What follows belongs to an exercise in optimizing a design on an open flow for small area; a production flow would make more cautious choices.
Only simulation tests tie the RTL to the original design; equivalence was not proved.
Power figures rest on the tool's default switching activity, not on a simulated workload.

**flow/design.v**
```verilog
module fde_core (
    input  wire        clk,
    input  wire        rst,            
    input  wire [7:0]  key,            
    output reg  [7:0]  mem_addr,
    output wire        mem_we,
    output wire [15:0] mem_wdata,
    input  wire [15:0] mem_rdata,
    output reg  [15:0] out_data,
    output reg         out_valid,
    output reg  [15:0] disp_data,
    output reg         disp_data_valid,
    output reg  [15:0] disp_ctrl,
    output reg         disp_ctrl_valid,
    output reg         halted,
    output reg  [1:0]  fault,
    output wire [15:0] fault_info
);
    localparam [4:0] C_NOP = 5'h00, C_LDA = 5'h01, C_ADD = 5'h02, C_SUB = 5'h03,
                     C_STA = 5'h04, C_LDI = 5'h05, C_JMP = 5'h06, C_JC  = 5'h07,
                     C_JZ  = 5'h08, C_SHL = 5'h09, C_SHR = 5'h0A, C_KEY = 5'h0B,
                     C_OUT = 5'h0E, C_HLT = 5'h0F, C_PSH = 5'h10, C_POP = 5'h11,
                     C_CAL = 5'h12, C_RET = 5'h13, C_LSP = 5'h14, C_DSD = 5'h15,
                     C_DSC = 5'h16, C_INV = 5'h1F;
    reg [7:0]  pc;
    reg [7:0]  mar;
    reg [4:0]  opc;
    reg [15:0] a;
    reg        c;
    reg        z;
    reg [3:0]  sp;
    reg [3:0]  cnt;
    reg        t;
    assign fault_info = a;
    wire run   = !halted;
    wire c0    = (cnt == 4'd0);
    wire c14   = (cnt == 4'd14);
    wire fetch = (cnt == 4'd15);
    wire o_lda = (opc == C_LDA);
    wire o_add = (opc == C_ADD);
    wire o_sub = (opc == C_SUB);
    wire o_sta = (opc == C_STA);
    wire o_ldi = (opc == C_LDI);
    wire o_jmp = (opc == C_JMP);
    wire o_jc  = (opc == C_JC);
    wire o_jz  = (opc == C_JZ);
    wire o_shl = (opc == C_SHL);
    wire o_shr = (opc == C_SHR);
    wire o_key = (opc == C_KEY);
    wire o_out = (opc == C_OUT);
    wire o_hlt = (opc == C_HLT);
    wire o_psh = (opc == C_PSH);
    wire o_pop = (opc == C_POP);
    wire o_cal = (opc == C_CAL);
    wire o_ret = (opc == C_RET);
    wire o_lsp = (opc == C_LSP);
    wire o_dsd = (opc == C_DSD);
    wire o_dsc = (opc == C_DSC);
    wire o_inv = (opc == C_INV);
    wire [7:0] f_op = mem_rdata[15:8];
    reg f_valid;
    always @* begin
        case (f_op)
            8'h00, 8'h01, 8'h02, 8'h03, 8'h04, 8'h05, 8'h06, 8'h07,
            8'h08, 8'h09, 8'h0A, 8'h0B, 8'h0E, 8'h0F, 8'h10, 8'h11,
            8'h12, 8'h13, 8'h14, 8'h15, 8'h16: f_valid = 1'b1;
            default:                           f_valid = 1'b0;
        endcase
    end
    wire f_pop = (f_op == 8'h11) || (f_op == 8'h13);
    wire hi_nz    = (mem_rdata[15:8] != 8'd0);
    wire ret_flt  = o_ret && (fetch ? fault[1] : hi_nz);
    wire stack_sel = ((o_psh || o_cal) && c0) || ((o_pop || o_ret) && !fetch);
    wire mar_sel   = (o_lda || o_add || o_sub || o_sta) && !fetch;
    always @* begin
        if (stack_sel)    mem_addr = {4'hF, sp};
        else if (mar_sel) mem_addr = mar;
        else              mem_addr = pc;
    end
    wire [7:0] pc_inc = pc + 8'd1;
    assign mem_we    = run && c0 && (o_sta || o_psh || o_cal);
    assign mem_wdata = o_cal ? {8'd0, pc_inc} : a;
    wire [15:0] rvec = {t, mem_rdata[14:0]};
    wire [3:0]  ridx = {cnt[3] ^ o_inv, cnt[2:0]};
    wire        rbit = rvec[ridx];
    wire        kbit = key[cnt[2:0]];
    wire        bop  = o_shl ? a[0] : (rbit ^ o_sub);
    wire        cin  = c0 ? o_sub : c;
    wire        sum  = a[0] ^ bop ^ cin;
    wire        cout = (a[0] & bop) | (a[0] & cin) | (bop & cin);
    reg newbit;
    always @* begin
        if (o_add || o_sub || o_shl) newbit = sum;
        else if (o_shr)              newbit = a[1] && !fetch;
        else if (o_ldi || o_inv)     newbit = rbit && !cnt[3];
        else if (o_key)              newbit = kbit && !cnt[3];
        else                         newbit = rbit;    
    end
    wire ashift = run && (o_lda || o_add || o_sub || o_ldi || o_shl || o_shr ||
                          o_key || o_pop || o_inv || ret_flt);
    wire flags  = o_add || o_sub || o_shl || o_shr;
    wire take = o_jmp || (o_jc && c) || (o_jz && z) || o_cal || (o_ret && !hi_nz);
    always @(posedge clk) begin
        t <= mem_rdata[15];
        if (fetch) mar <= mem_rdata[7:0];
        if (rst) begin
            pc              <= 8'd0;
            opc             <= C_NOP;
            a               <= 16'd0;
            c               <= 1'b0;
            z               <= 1'b0;
            sp              <= 4'd0;
            cnt             <= 4'd15;
            halted          <= 1'b0;
            fault           <= 2'd0;
            out_data        <= 16'd0;
            out_valid       <= 1'b0;
            disp_data       <= 16'd0;
            disp_data_valid <= 1'b0;
            disp_ctrl       <= 16'd0;
            disp_ctrl_valid <= 1'b0;
        end else begin
            cnt             <= cnt + 4'd1;
            out_valid       <= run && c0 && o_out;
            disp_data_valid <= run && c0 && o_dsd;
            disp_ctrl_valid <= run && c0 && o_dsc;
            if (fetch) opc <= f_valid ? f_op[4:0] : C_INV;
            if (run) begin
                if (ashift) a <= {newbit, a[15:1]};
                if (flags) begin
                    if (o_shr) begin
                        if (c0) c <= a[0];
                    end else begin
                        c <= cout;
                    end
                    z <= (c0 || z) && !newbit;
                end
                if (c0 && o_out) out_data  <= a;
                if (c0 && o_dsd) disp_data <= a;
                if (c0 && o_dsc) disp_ctrl <= a;
                if (c0 && (o_psh || o_cal)) sp <= sp + 4'd1;
                if (c0 && o_lsp)            sp <= a[3:0];
                if (fetch && f_pop)         sp <= sp - 4'd1;
                if (c14) pc <= take ? mem_rdata[7:0] : pc_inc;
                if (c14 && o_inv)          fault <= 2'd1;
                if (c14 && ret_flt)        fault <= 2'd3;
                if ((c0 && o_hlt) || (fetch && fault[0])) halted <= 1'b1;
            end
        end
    end
endmodule
```
**flow/config.mk**
```make
export PLATFORM = sky130hd
export DESIGN_NAME = fde_core
export DESIGN_NICKNAME = fde_core
export VERILOG_FILES = /design/flow/design.v
export SDC_FILE = /design/flow/constraint.sdc
export NUM_CORES = 4
export LEC_CHECK = 0
export CAP_MARGIN = 20
export CORE_MARGIN = 2
export CORE_UTILIZATION = 40
export PLACE_DENSITY = 0.6
export SLEW_MARGIN = 20
```
**flow/constraint.sdc**
```tcl
create_clock -name core_clock -period 7.0 [get_ports {clk}]
set_input_delay 1.4000 -clock core_clock [delete_from_list [all_inputs] [get_ports {clk}]]
set_output_delay 1.4000 -clock core_clock [all_outputs]
set_load 0.01 [all_outputs]
```
**flow/run.sh**
```bash
#!/bin/bash
# synth_recipe.tcl (not shown) runs the flow's synth.tcl, then flattens the netlist and writes it again
# the make line also repeats each setting of config.mk as NAME=value (left out here)
make -C /OpenROAD-flow-scripts/flow DESIGN_CONFIG=/design/flow/config.mk WORK_HOME=/design/flow/orfs CLKGATE_MAP_FILE= SYNTH_SCRIPT=/design/flow/synth_recipe.tcl finish
```
==> reports/results.tsv <==
metric	value	unit
sw frac	0.291	
Comb power frac	0.194	
Stages on worst setup path	7	
drt wl/cell	17.0	microns
# IOs	121	
Worst-Skew Late Latency	350	ps
YS warnings	1	
Syn Area/Cell	8.64	sq um
Final period util	0.691	
number of flops mapped to enable cells by yosys	8	
fillcell total	1167	
TritonCTS buffer count	9	
setup tns final	0	ps
fin worst setup slack	2160	ps
CP max stage delay	730	ps
DRT Wirelength	14400	microns
Cell Area, Synth	5030	sq um
Clock Sinks	102	
Core ar.	12200	sq um
Leak Pwr	2.41	nW
cell with the most instances after synthesis	nand2_1	
Clock transition at path regs	70	ps
Vias/cell	5.34	
dpl cell area	6250	sq um
DR vias	4510	
Fin Hold WS	453	ps
Post-synth top cells	nand2_1 (100), dfxtp_1 (94), nor2_1 (59)	
DR iter-0 viols	406	
Reg power frac	0.459	
Max FO, Critical Path	19	
Final Max Tran Viols	0	
RSZ-0062 raised after global routing	false	
DRC Markers	0	
final instance area	6560	sq um
Area contributors post-synth	dfxtp_1 (37%), mux2i_1 (9.0%), nand2_1 (7.5%)	
Psw	0.423	mW
Worst-Margin Slew	987	ps
max-cap violation count	0	
CP Data Required Time	5600	ps
post-synthesis sequential area ratio	0.422	
global-route wire length before repair	22700	microns
CTS tree	yes	
share of cells above drive strength 1	0.0650	
flops & latches, synth	102	
Hold Path Depth	2	
fin nets	705	
status	complete, no violations	
PwrDens	221	nW/um^2
VDD IR max	0.152	mV
Setup Buffers After CTS	0	
Unique masters post-synth	63	
GPL Wtd Cong	0.828	
half-perimeter wire length after detailed placement	10100	microns
area grow syn2layout	30.5	%
Slew Limit Headroom	0.340	
Post-synth ARST share	0	
cells along the critical path	ha_1 > nand3_1 > inv_1 > nor4_4 > mux2i_1 > a21oi_1 > clkdlybuf4s50_1	
clock root cell	clkbuf_16	
Die H	116	microns
Synth Flop Type	dfxtp_1	
crit start category	flip-flop	
Synth top area share	0.374	
Congestion Overflow GR	0	
Final Critical Period	4840	ps
H-Tree Depth	3	
Antenna Nets Post-Route	0	
std cell rows	40	
Cells after Synth	582	
placed insts	829	
Pint	1.03	mW
clock network power share	0.347	
syn nets	615	
DRT Pass-1 Iters	5	
Crit path max-delay family	simple AND/OR/NAND/NOR gates	
CP Class	flip-flop to output port	
final design utilization	0.539	
Total GRT Usage	0.218	
Critical Path End Type	output port	
HP Class	flip-flop to flip-flop	
antenna violations before repair	0	
Final Hold Fails	0	
initial core utilization	0.413	
hold_buf cts	0	
die area	13500	sq um
port bufs	120	
Fmax	0.207	GHz
clk_skew	7.67	ps
Critical Path AT	3440	ps
total power	1.45	mW
# setup viols final	0	
maximum buffer depth of the clock tree	2	
top cell type by total area after synthesis	dfxtp_1	
vias in the first global route	4273	
CP bufs+invs	2	
die width	116	microns
largest net degree at the start of global routing	86	
Ant. Diodes	0	
Worst Reg-to-Reg Cells	10	
critical path's slowest cell	nor4_4	
Setup WS pre-CTS	2530	ps
post-CTS sizing	0	
final non-filler cell total	845	
state kept, by name (all words and copies together), names as in the netlist:
signal / flops
a: 16
c: 1
cnt: 4
disp_ctrl: 16
disp_ctrl_valid: 1
disp_data: 16
disp_data_valid: 1
fault: 2
halted: 1
mar: 8
opc: 5
out_data: 16
out_valid: 1
pc: 8
sp: 4
t: 1
z: 1
final cells by class:
type / count / area [sq um] / share of cell area
Tap cell: 168 / 210 / 0.0321
Multi-Input combinational cell: 424 / 2670 / 0.408
Clock buffer: 9 / 225 / 0.0343
Inverter: 14 / 52.6 / 0.00801
Sequential cell: 102 / 2120 / 0.324
Clock inverter: 7 / 71.3 / 0.0109
Timing Repair Buffer: 121 / 1200 / 0.184
final timing paths:
path	from	end	slack, ps
max	cnt[0]$_SDFF_PP1_	mem_addr[3]	2160
min	disp_ctrl[0]$_SDFFE_PP0P_	disp_ctrl[0]$_SDFFE_PP0P_	450
max reg2reg	opc[4]$_SDFFE_PP0P_	a[15]$_SDFFE_PP0P_	3410
min reg2reg	disp_ctrl[0]$_SDFFE_PP0P_	disp_ctrl[0]$_SDFFE_PP0P_	450
layout by cell type, fill, tap and decap left out, types with 3 or more instances in the layout:
cell and count:
xnor2_1 4, o22ai_1 5, o221a_2 4, nand4_1 4, and2_1 12, clkdlybuf4s50_1 119
clkinv_2 3, clkbuf_16 9, xor2_1 4, or2_1 3, nor2b_1 3, edfxtp_1 8
nand3_1 18, a311oi_1 3, nand2_1 100, nor3_1 13, ha_1 6, a21oi_1 51
inv_1 14, mux4_2 6, nor2_1 59, o21a_1 3, or3_1 5, a31oi_1 6
o21ai_0 17, or4_1 6, nand2b_1 4, mux2i_1 45, dfxtp_1 94
cells by family after synthesis:
kind of cell,synth area share
AOI/OAI and AO/OA,0.134
muxes,0.124
buffers and inverters,0.0473
xor gates and xnor gates,0.0139
and+or+nand+nor,0.238
adders and majority gates,0.0212
DFF,0.422
routing by layer:
layer  vias to the layer above  part of all wire  track usage
met3                        11             0.052       0.0498
met5                         -                 0            0
met2                       130              0.48        0.351
met4                         0            0.0097       0.0524
li1                       2213                 -            -
met1                      2156              0.46        0.301
worst register-to-register path, delay by kind of cell (launching register included):
family	cells	cell delay (ps)
AO/OA/AOI/OAI	4	920
XOR/XNOR	1	200
adder cells (fa/ha/maj)	1	510
flip-flops	1	860
multiplexers	1	350
AND/OR/NAND/NOR	3	620
power by group through the flow:
stage	Clock, mW	Sequential [mW]	Combinational (mW)
after detailed placement	0	0.679	0.280
final	0.503	0.667	0.282
after global routing	0.539	0.672	0.304
after CTS	0.516	0.665	0.282
after global placement	0	0.679	0.275
after floorplan	0	0.643	0.218

-- re-timing with driven ports --
How much do the figures lean on ideal ports? The routed layout below was timed once more, with nothing changed but the port constraints.
Step 1 sets driving cells, clkbuf_16 on the clock port and buf_2 on the other inputs (assumed; they add their load-dependent delay and slew).
Step 2 also shifts input and output timing later by t, the mid clock arrival at the registers, as if the neighbouring blocks saw the same clock.
Three values: ideal ports, drivers, drivers and shift; two values: the first two.
t, ns: 0.386
setup WS [ns]: 2.160 / 2.121 / 2.507
worst register clock-pin slew, ns: 0.07 / 0.07
After both steps setup and hold are still met in this run. The setup slack of this run moves by -0.039 ns with the drivers and by +0.347 ns with both steps.
